Source: an optimization exercise on an open RTL-to-GDS flow (aim: small area, a short achievable clock period and few clock cycles). Production flows keep margins and buffers that such runs may drop. Function was checked by simulation only, so behaviour that the tests miss may differ from the original.

[flow/run.sh]
#!/bin/bash
# synth_recipe.tcl (not shown) runs the flow's synth.tcl, then flattens the netlist and writes it again
# the make line also repeats each setting of config.mk as NAME=value (left out here)
make -C /OpenROAD-flow-scripts/flow DESIGN_CONFIG=/design/flow/config.mk WORK_HOME=/design/flow/orfs CLKGATE_MAP_FILE= SYNTH_SCRIPT=/design/flow/synth_recipe.tcl finish
[flow/config.mk]
export PLATFORM = sky130hd
export DESIGN_NAME = gcx_enc
export DESIGN_NICKNAME = gcx_enc
export VERILOG_FILES = /design/flow/design.v
export SDC_FILE = /design/flow/constraint.sdc
export NUM_CORES = 4
export LEC_CHECK = 0
export CAP_MARGIN = 20
export CORE_MARGIN = 2
export CORE_UTILIZATION = 40
export SLEW_MARGIN = 20
[flow/constraint.sdc]
create_clock -name core_clock -period 36.0 [get_ports {clk}]
set_input_delay 7.2000 -clock core_clock [delete_from_list [all_inputs] [get_ports {clk}]]
set_output_delay 7.2000 -clock core_clock [all_outputs]
set_load 0.01 [all_outputs]
[flow/design.v]
module gcx_enc (
    input  wire        clk,
    input  wire        rst,         
    input  wire        in_valid,
    output wire        in_ready,
    input  wire [15:0] in_data,
    input  wire        in_key,
    input  wire        in_last,
    output wire        out_valid,
    input  wire        out_ready,
    output wire [31:0] out_data,
    output wire        out_last,
    output wire        done,
    output wire [31:0] hash,
    output wire [31:0] lcg
);
    localparam [2:0] S_KEY  = 3'd0,   
                     S_BYTE = 3'd1,   
                     S_SYM  = 3'd2,   
                     S_OUT  = 3'd3,   
                     S_FIN  = 3'd4,   
                     S_DONE = 3'd5;   
    reg  [2:0]  state;
    reg  [31:0] h;           
    reg  [31:0] s;           
    reg  [7:0]  byte_r;      
    reg  [1:0]  sym_idx;     
    reg         last_r;      
    reg  [23:0] grp;         
    reg  [1:0]  grp_cnt;     
    wire [45:0] lcg_prod = {14'd0, s} * 46'd9301 + 46'd49297;
    wire [45:0] lcg_mod  = lcg_prod % 46'd233280;
    wire [17:0] s_next   = lcg_mod[17:0];
    wire [1:0]  key_sym  = (s_next >= 18'd174960) ? 2'd3 :
                           (s_next >= 18'd116640) ? 2'd2 :
                           (s_next >= 18'd58320)  ? 2'd1 : 2'd0;
    reg [1:0] data_sym;
    always @(*) begin
        case (sym_idx)
            2'd0: data_sym = byte_r[7:6];
            2'd1: data_sym = byte_r[5:4];
            2'd2: data_sym = byte_r[3:2];
            default: data_sym = byte_r[1:0];
        endcase
    end
    wire [1:0] cipher_sym = key_sym ^ data_sym;
    function [7:0] sym_char;
        input [1:0] sym;
        case (sym)
            2'd0: sym_char = 8'h41;    
            2'd1: sym_char = 8'h47;    
            2'd2: sym_char = 8'h43;    
            default: sym_char = 8'h54;  
        endcase
    endfunction
    function [7:0] b64_char;
        input [5:0] v;
        if (v < 6'd26)      b64_char = 8'h41 + {2'b00, v};           
        else if (v < 6'd52) b64_char = 8'h61 + {2'b00, v} - 8'd26;   
        else if (v < 6'd62) b64_char = 8'h30 + {2'b00, v} - 8'd52;   
        else if (v == 6'd62) b64_char = 8'h2B;                       
        else                b64_char = 8'h2F;                        
    endfunction
    wire [7:0] q0 = b64_char(grp[23:18]);
    wire [7:0] q1 = b64_char(grp[17:12]);
    wire [7:0] q2 = (grp_cnt == 2'd1) ? 8'h3D : b64_char(grp[11:6]);
    wire [7:0] q3 = (grp_cnt != 2'd3) ? 8'h3D : b64_char(grp[5:0]);
    assign out_data  = {q3, q2, q1, q0};
    assign out_valid = (state == S_OUT) || (state == S_FIN && grp_cnt != 2'd0);
    assign out_last  = (state == S_FIN) || (last_r && sym_idx == 2'd0);
    assign in_ready  = (state == S_KEY) || (state == S_BYTE);
    assign done      = (state == S_DONE);
    assign hash      = h;
    assign lcg       = s;
    wire [31:0] h_next = h * 32'd31 + {16'd0, in_data};
    wire        in_fire = in_valid && in_ready;
    always @(posedge clk) begin
        if (rst) begin
            state   <= S_KEY;
            h       <= 32'd0;
            s       <= 32'd0;
            sym_idx <= 2'd0;
            last_r  <= 1'b0;
            grp     <= 24'd0;
            grp_cnt <= 2'd0;
        end else begin
            case (state)
                S_KEY: begin
                    if (in_fire) begin
                        if (in_key) begin
                            h <= h_next;
                            if (in_last) begin
                                s     <= h_next;
                                state <= S_FIN;
                            end
                        end else begin
                            s       <= h;
                            byte_r  <= in_data[7:0];
                            last_r  <= in_last;
                            sym_idx <= 2'd0;
                            state   <= S_SYM;
                        end
                    end
                end
                S_BYTE: begin
                    if (in_fire) begin
                        byte_r  <= in_data[7:0];
                        last_r  <= in_last;
                        sym_idx <= 2'd0;
                        state   <= S_SYM;
                    end
                end
                S_SYM: begin
                    s       <= {14'd0, s_next};
                    sym_idx <= sym_idx + 2'd1;
                    case (grp_cnt)
                        2'd0: grp[23:16] <= sym_char(cipher_sym);
                        2'd1: grp[15:8]  <= sym_char(cipher_sym);
                        default: grp[7:0] <= sym_char(cipher_sym);
                    endcase
                    if (grp_cnt == 2'd2) begin
                        grp_cnt <= 2'd3;
                        state   <= S_OUT;
                    end else begin
                        grp_cnt <= grp_cnt + 2'd1;
                        if (sym_idx == 2'd3)
                            state <= last_r ? S_FIN : S_BYTE;
                    end
                end
                S_OUT: begin
                    if (out_ready) begin
                        grp     <= 24'd0;
                        grp_cnt <= 2'd0;
                        if (sym_idx != 2'd0)
                            state <= S_SYM;
                        else
                            state <= last_r ? S_FIN : S_BYTE;
                    end
                end
                S_FIN: begin
                    if (grp_cnt == 2'd0 || out_ready) begin
                        grp     <= 24'd0;
                        grp_cnt <= 2'd0;
                        state   <= S_DONE;
                    end
                end
                default: begin  
                    h       <= 32'd0;
                    last_r  <= 1'b0;
                    state   <= S_KEY;
                end
            endcase
        end
    end
endmodule
==> reports/metrics.cfg <==
[setup_path]
timing.critical_path.mode_cell = buf_4
rr_startpoint = s[2]
critPathSlowestCell = or4b_4
cp.required_ps = 36270
r2r-end = grp[0]
crit_path_max_fanout = 12
worst_path_largest_cell_delay_ps = 600
startpoint = s[2]
setup.worst_path.end = grp[0]
start_kind = register
critPathKind = register to register
ff2ff_path_depth = 124
regToRegSetupSlack_ps = 1490
cp.arrival_ps = 34780
end_kind = register

[place]
place_congestion = 0.936
dpl.hpwl_mm = 81.6
place_ws_ps = 1.38
place_area_um2 = 36900
portBuffers = 114

[cts]
numCtsBuffers = 9
worstSkewPairLatency_ps = 350
cts_root_buf = clkbuf_16
htreeDepth = 3
clk_pin_slew_worst_paths_ps = 70
cts.hold.buffers_added = 0
numClockSinks = 95
cts_tree = yes
cts_max_path_buffers = 2

[global_routing]
grt.overflow.total = 0
met3_usage_pct = 2.04
grt_max_degree = 88
grt_pass1_vias = 31096
grt_usage_pct = 22.9
grtUsageMet1_pct = 32.8
grt_use_met2_pct = 38.0
antenna_found_initial = 0
busiest_layer = met2
grt_pass1_wl_mm = 161

[flow_run]
cap_violations = 0

[detailed_routing]
first_iter_violations = 2058
first_pass_iters = 7
drtAntennaViolNets = 0
route.detailed.wl_per_inst_um = 17.8
drt-vias-per-instance = 5.89
num_vias = 32646
drt_wl_total_mm = 98.7
drc = 0

[timing]
fmax_mhz = 29.0
finalClockSkew_ps = 12.2
setup_viol = 0
slew_headroom_pct = 25.7
finalCritPeriodShare_pct = 95.9
whs_ps = 467
hold_violations = 0
setup_ws_ps = 1490
slew_violations = 0
tightest_slew_ps = 1110
min_period_ps = 34510
finalSetupTns_ps = 0

[synthesis]
synth_common_cells = nor2_1, inv_1, nand2_1, ha_1, a21oi_1
ys_ff_latch = 95
async_reset_ff_share_pct = 0
synth_cells = 4090
syn_area_per_cell_um2 = 7.86
synth_top_cell_by_area = fa_1
ys_seq_area_share_pct = 6.16
yosys_most_used_dff = dfxtp_1
ys_types = 157
synth_top_area_share_pct = 13.0
synth_edf_count = 8
synth.most_common_cell = nor2_1
syn_area_um2 = 32200
ys.warnings.count = 1
synth_area_leaders = fa_1, ha_1, dfxtp_1

[floorplan]
start_util_pct = 40.6
io_pins = 122
die_w_um = 288
die_area_um2 = 82700
fp-row-count = 103
die_y_um = 288
fp.coreArea_um2 = 79300

[finish]
syn_to_final_growth_pct = 19.7
nets = 4988
fin_util_pct = 48.5
drive_gt1_share_pct = 18.7
n_antenna_cell = 0
final_area_um2 = 38500

[min_path]
hold_path.class = register to register

[outcome]
status = timing/DRC/antenna clean

-- registers in the layout, indices dropped and copies added, names as in the netlist --
signal   cells
byte_r       8
grp         15
grp_cnt      2
h           32
last_r       1
s           32
state        3
sym_idx      2
-- layer usage --
| layer | vias up | wire, um | part of all wire, % |
|---|---|---|---|
| met4 | 0 | 1410 | 1.4 |
| li1 | 16113 | - | - |
| met1 | 15724 | 47400 | 48 |
| met2 | 713 | 45700 | 46 |
| met5 | - | 0 | 0 |
| met3 | 96 | 4150 | 4.2 |
-- cells by family (layout without fill, tap and decap cells) --
| logic type | count (synthesis) | count (layout) | synth area share [%] |
|---|---|---|---|
| AOI/OAI and AO/OA | 1296 | 1297 | 30.5 |
| other | 2 | 7 | 0.0234 |
| adders and majority gates | 491 | 491 | 23.9 |
| muxes | 151 | 151 | 4.94 |
| and+or+nand+nor | 1321 | 1321 | 21.1 |
| xor gates and xnor gates | 258 | 258 | 7.39 |
| DFF | 95 | 95 | 6.16 |
| buffers and inverters | 476 | 876 | 5.97 |
-- cell type report --
type	count	area, um^2
inverters	312	1170
multi-input cells	3525	29300
clock inverters	7	72.6
flip-flops and latches	95	2010
well taps	1050	1310
fillers	7805	40800
clock buffers	9	225
repair buffers	548	4410
-- metrics by stage --
step           std cells
6_report            5546
5_1_grt             5546
4_1_cts             5505
3_5_place_dp        5489
3_3_place_gp        5489
2_1_floorplan       4095
-- worst min-delay path by stage --
stage / from / to / slack (ps) / cells past startpoint
3_3_place_gp: grp[4] / grp[4] / 440 / 2
3_5_place_dp: grp[22] / grp[22] / 460 / 2
4_1_cts: grp[22] / grp[22] / 470 / 2
5_1_grt: grp[4] / grp[4] / 490 / 2
6_report: grp[4] / grp[4] / 470 / 2
2_1_floorplan: grp[4] / grp[4] / 430 / 2
-- cell usage in the layout, fill, tap and decap left out, drive strengths merged, types with 52 or more instances in the layout --
cell / synthesis / layout
buf: 71 / 436
dfxtp: 87 / 87
inv: 312 / 316
mux2i: 104 / 104
a31oi: 68 / 68
nor2: 362 / 362
and3: 57 / 57
ha: 266 / 266
o211ai: 64 / 64
xor2: 77 / 77
o21a: 54 / 54
fa: 209 / 209
xnor2: 181 / 181
nand4: 52 / 52
clkdlybuf4s50: 0 / 112
a22oi: 54 / 54
nand3: 110 / 110
nand2: 284 / 284
a21oi: 277 / 277
a211oi: 62 / 62
nor3: 125 / 125
o21ai: 202 / 202
and2: 61 / 61
-- critical path: cells and delay by family, from the launching register on --
kind	cells	cell delay, ps
compound gates	65	17320
simple gates	32	9410
fa+ha+maj	7	3220
buf+inv	12	1670
mux	5	1610
xor+xnor	3	710
flops	1	440
-- repair_timing --
item,4_1_cts,5_1_grt
setup endpoints to repair,7,24
setup buffers,0,40
cloned,0,1
pin swaps,0,33
resized for setup,3,181
Testbench counts, summed over its fixed seeds: cycles 44,656.

[separate check: timing with driven ports]
In the flow no input, the clock included, has a driving cell. The finished layout below was timed again as built, in two steps.
Step 1, drivers: a clkbuf_16 drives clk and a buf_2 each remaining input, both assumed.
Step 2 moves the port delays by t, midway between the first and last clock arrival at a register: inputs arrive t later, outputs are due t later. That takes back most of the time a late clock gives input paths.
a / b / c = ideal / step 1 / step 2; a / b = the first two.
t (ns): 0.386
setup slack, ns: 1.489 / 1.489 / 1.489
hold WS [ns]: 0.467 / 0.467 / 0.467
worst setup path at the end: register to register
After both steps setup and hold are still met in this run. The setup slack of this run moves by 0.000 ns with the drivers and by 0.000 ns with both steps.
